Context: an optimization exercise on an open-source flow, tuned for small area, a short achievable clock period and few clock cycles. The choices shown serve that exercise and are no tape-out recipe.
Where RTL was checked, it was by simulation tests only, not by an equivalence proof against the original.
Power is estimated from default activity; no workload was simulated.

// mte_top
module mte_top (
    input  wire        clk,
    input  wire        rst,         
    input  wire        tick_en,     
    input  wire        clk_rdy,     
    input  wire        req_valid,
    output wire        req_ready,
    input  wire [47:0] req_word,
    output reg         rsp_valid,
    output reg  [2:0]  rsp_code,
    output reg  [31:0] rsp_data
);
    localparam [2:0] R_OK    = 3'd0, R_CFG  = 3'd1, R_HWI   = 3'd2, R_NOTI = 3'd3,
                     R_INTEG = 3'd4, R_BUS  = 3'd5, R_PROTO = 3'd6;
    localparam [2:0] E_IDLE = 3'd0, E_LO2 = 3'd1, E_LO3 = 3'd2, E_LO4 = 3'd3,
                     E_WD2  = 3'd4, E_WD3 = 3'd5, E_WD4 = 3'd6, E_SL1 = 3'd7;
    function [14:0] div8;
        input [6:0] r;
        input [7:0] x;
        reg   [7:0] a;
        reg   [9:0] s1;
        reg   [2:0] a2;
        reg   [7:0] s2;
        reg         c;
        reg   [7:0] q;
        reg   [6:0] m;
        begin
            a  = {r, x[7]};
            s1 = {1'b0, a, 1'b0} + {2'b0, a} + {3'b0, x[6:0]};
            a2 = s1[9:7];
  ...
Size: about 450 flip-flops.
clock: 55.0 ns
lec_check: 0
cap_margin: 20
core_margin: 2
core_utilization: 40
slew_margin: 20
run.sh (not shown) runs the stock make flow with config.mk's settings and CLKGATE_MAP_FILE= SYNTH_SCRIPT=/design/flow/synth_recipe.tcl, a recipe that flattens the netlist after the stock synthesis.
Testbench counts at the start, summed over its fixed seeds: cycles 12,534.
Edit:
--- a/flow/design.v
+++ b/flow/design.v
@@ -11,31 +11,42 @@
     output reg  [31:0] rsp_data
 );
     localparam [2:0] R_OK    = 3'd0, R_CFG  = 3'd1, R_HWI   = 3'd2, R_NOTI = 3'd3,
                      R_INTEG = 3'd4, R_BUS  = 3'd5, R_PROTO = 3'd6;
     localparam [2:0] E_IDLE = 3'd0, E_LO2 = 3'd1, E_LO3 = 3'd2, E_LO4 = 3'd3,
                      E_WD2  = 3'd4, E_WD3 = 3'd5, E_WD4 = 3'd6, E_SL1 = 3'd7;
+    function [8:0] st4;
+        input [6:0] r;
+        input [1:0] v;
+        reg   [8:0] t;
+        reg         ge1, ge2, ge3;
+        begin
+            t   = {r, v};
+            ge1 = t >= 9'd125;
+            ge2 = t >= 9'd250;
+            ge3 = t >= 9'd375;
+            st4 = ge3 ? {t[6:0] + 7'd9, 2'd3} :
+                  ge2 ? {t[6:0] + 7'd6, 2'd2} :
+                  ge1 ? {t[6:0] + 7'd3, 2'd1} : {t[6:0], 2'd0};
+        end
+    endfunction
     function [14:0] div8;
         input [6:0] r;
         input [7:0] x;
-        reg   [7:0] a;
-        reg   [9:0] s1;
-        reg   [2:0] a2;
-        reg   [7:0] s2;
-        reg         c;
+        reg   [6:0] rr;
         reg   [7:0] q;
-        reg   [6:0] m;
+        reg   [8:0] s;
+        integer k;
         begin
-            a  = {r, x[7]};
-            s1 = {1'b0, a, 1'b0} + {2'b0, a} + {3'b0, x[6:0]};
-            a2 = s1[9:7];
-            s2 = {1'b0, s1[6:0]} + {4'b0, a2, 1'b0} + {5'b0, a2};
-            c  = s2 >= 8'd125;
-            q  = a + {5'b0, a2} + {7'b0, c};
-            m  = c ? s2[6:0] + 7'd3 : s2[6:0];
-            div8 = {m, q};
+            rr = r;
+            for (k = 3; k >= 0; k = k - 1) begin
+                s = st4(rr, x[2*k+1 -: 2]);
+                q[2*k+1 -: 2] = s[1:0];
+                rr = s[8:2];
+            end
+            div8 = {rr, q};
         end
     endfunction
     reg        run;
     reg [31:0] fin;
     reg [12:0] tsf;         
     reg        inexact;
Result: Non-clock buffer count does not change; global-route usage shrinks by 1.1 points; via count grows by 9.4%; final area grows by about 6%; wire length grows by 3.9%; final cell count grows by 9.1%; clock skew shrinks by 0.0081 ns; setup slack is worse by 0.026 ns; critical path depth is unchanged; total power shrinks by 4.8%; area after synthesis grows by about 7%; first-iteration DRC count shrinks by about 9%; sequential share of layout area shrinks by 2.5 points; clock power grows by about 3%.
Function not checked in the second run of this note: the RTL went through the layout flow alone.

* * *

== rev 12 ==
mte_top again, from the RTL that the note above started with.
==> flow/config.mk <==
export PLATFORM = sky130hd
export DESIGN_NAME = mte_top
export DESIGN_NICKNAME = mte_top
export VERILOG_FILES = /design/flow/design.v
export SDC_FILE = /design/flow/constraint.sdc
export NUM_CORES = 4
export LEC_CHECK = 0
export CAP_MARGIN = 20
export CORE_MARGIN = 2
export CORE_UTILIZATION = 40
export SLEW_MARGIN = 20
==> flow/constraint.sdc <==
create_clock -name core_clock -period 55.0 [get_ports {clk}]
set_input_delay 11.0000 -clock core_clock [delete_from_list [all_inputs] [get_ports {clk}]]
set_output_delay 11.0000 -clock core_clock [all_outputs]
set_load 0.01 [all_outputs]
standard.sh (not shown) runs the stock make flow with config.mk's settings and CLKGATE_MAP_FILE= SYNTH_SCRIPT=/design/flow/synth_recipe.tcl, a recipe that flattens the netlist after the stock synthesis.
==> flow/flow/run.sh <==
#!/bin/bash
# The standard layout (standard.sh: the standard synthesis and ORFS steps),
# with one change: the buffer that buffer_ports puts on every input and output
# port is sky130_fd_sc_hd__buf_2 instead of the one it picks by default.
# make's full output goes to flow_make.log here; ORFS keeps each step's log
# under orfs/logs/.
set -euo pipefail
bash standard.sh 'BUFFER_PORTS_ARGS=-buffer_cell sky130_fd_sc_hd__buf_2' finish > flow_make.log 2>&1
Testbench counts of rev 12, summed over its fixed seeds: cycles 12,534.
Here is what was changed in the inputs of rev 13 compared with rev 12.
--- a/flow/design.v
+++ b/flow/design.v
@@ -265,35 +265,39 @@
         end
         if (ms_miss || ms_wait)    dlo_n = ms_lo_rd;
         if (init_ok || op_shut) begin
             c_hi_n = 1'b0; c_lo_n = 1'b0;
         end
         if (rst_q) begin
             c_hi_n = 1'b0; c_lo_n = 1'b0; dsrc_n = 1'b0;
         end
     end
     wire   l_ok2 = (l_ok_n || (est_n == E_WD4 && !dsrc_n)) && !wrap_ev;
+    wire   hit0l = !cport_n && (c_lo_n || est_n == E_LO4);
+    wire   hit1l =  cport_n && (c_lo_n || est_n == E_LO4);
+    wire   hit0h = !cport_n && c_hi_n;
+    wire   hit1h =  cport_n && c_hi_n;
     reg    ok2;
     always @(*) begin
         case (est_n)
             E_IDLE, E_LO4:       ok2 = l_ok2;       
             E_SL1, E_LO2, E_LO3: ok2 = l_ok2 && !dpend_n;
             E_WD4:               ok2 = !dsrc_n && !dpend_n && !wrap_ev;
             default:             ok2 = 1'b0;
         endcase
     end
-    wire [2:0] r_idx   = req_word[36:34];
-    wire       raw_cfw = req_word[47] && req_word[43:37] == 7'd0 &&
-                         (r_idx == 3'd0 || r_idx == 3'd2 || r_idx == 3'd7);
-    wire       raw_msr = !req_word[47] && req_word[43:38] == 6'b000100 && r_idx[2:1] == 2'b10;
-    wire       raw_hit = cport_n == req_word[37] &&
-                         (r_idx[0] ? c_hi_n : (c_lo_n || est_n == E_LO4));
+    wire       raw_cfw = req_word[47] && !req_word[40] &&                   
+                         ((!req_word[36] && !req_word[34]) ||
+                          (req_word[36] && req_word[35] && req_word[34]));
+    wire       raw_hit = req_word[37] ? (req_word[34] ? hit1h : hit1l)
+                                      : (req_word[34] ? hit0h : hit0l);
+    wire       raw_msr = !req_word[47] && req_word[40] && req_word[36] && !req_word[35];
     wire       risky   = req_valid && ready_r && (raw_cfw || (raw_msr && !raw_hit));
     wire       ready_n = !rst && ok2 && (run_n || dvalid_n) && !risky;
     wire sp_lost = rst_q || !l_ok || w_change || op_wcnt || init_ok ||
                    (tick && &cnt[18:0]);
     wire [1:0] spl_n = sp_lost ? 2'd0 :
                        (est == E_IDLE && !op_snap && spl != 2'd2) ? spl + 2'd1 : spl;
     always @(posedge clk) begin
         spl     <= spl_n;
         est     <= est_n;
         l_ok    <= l_ok_n;
Results
Every stage of the flow completed for rev 13, and the final layout passed the timing, design-rule and antenna checks.
Number of non-clock buffers in the layout: rev 13 > rev 12
In the reports for rev 12 and rev 13, the larger global-route wire length before repair belongs to rev 13.
In rev 13 relative to rev 12, average via count per standard cell had gone down slightly.
Setup slack: lower on rev 13
Re final number of setup-violating endpoints: no difference whatsoever between rev 13 and rev 12.
Between rev 12 and rev 13, cell count along the critical path decreased.
Final instance area in rev 13 is about 1.7% above rev 12.
On width of the die, rev 12 and rev 13 are basically level.
Of the two values seen for most frequent standard cell in the layout excluding fill and tap cells, sky130_fd_sc_hd__edfxtp_1 was produced by rev 13 and sky130_fd_sc_hd__nand2_1 by rev 12.
Looking at largest power group, the combinational logic result is from rev 13; the registers one comes from rev 12.
Testbench counts of rev 13, summed over its fixed seeds: cycles 12,534.

port drivers added, routing unchanged:
Ports are ideal in the flow. The routed layouts listed here were re-timed in OpenROAD. Step 1: set_driving_cell puts a clkbuf_16 on clk and a buf_2 on each other input, an assumption about the parent block. Step 2 also shifts input and output timing later by t, the mid clock arrival at the registers, as if the neighbouring blocks saw the same clock. a / b / c = ideal / step 1 / step 2; a / b = the first two.
| run | shift t [ns] | slack for setup (ns) | hold WS [ns] | worst slew at a driven data input, ns | cell pins on the clock port's net |
|---|---|---|---|---|---|
| the first run of note 1 | 0.675 | 42.527 / 42.462 / 41.892 | 0.451 / 0.451 / 0.451 | 0.04 | 1 |
| the second run of note 1 | 0.662 | 42.501 / 42.444 / 42.207 | 0.449 / 0.449 / 0.449 | 0.04 | 1 |
| rev 12 | 0.643 | 42.779 / 42.817 / 42.173 | 0.454 / 0.454 / 0.454 | 0.03 | 1 |
| rev 13 | 0.656 | 42.619 / 42.556 / 42.601 | 0.452 / 0.452 / 0.452 | 0.04 | 1 |
After both steps setup and hold are still met in every run listed. For the first run of note 1, which loses most, drivers alone change the setup slack by -0.065 ns; drivers and shift together by -0.635 ns.
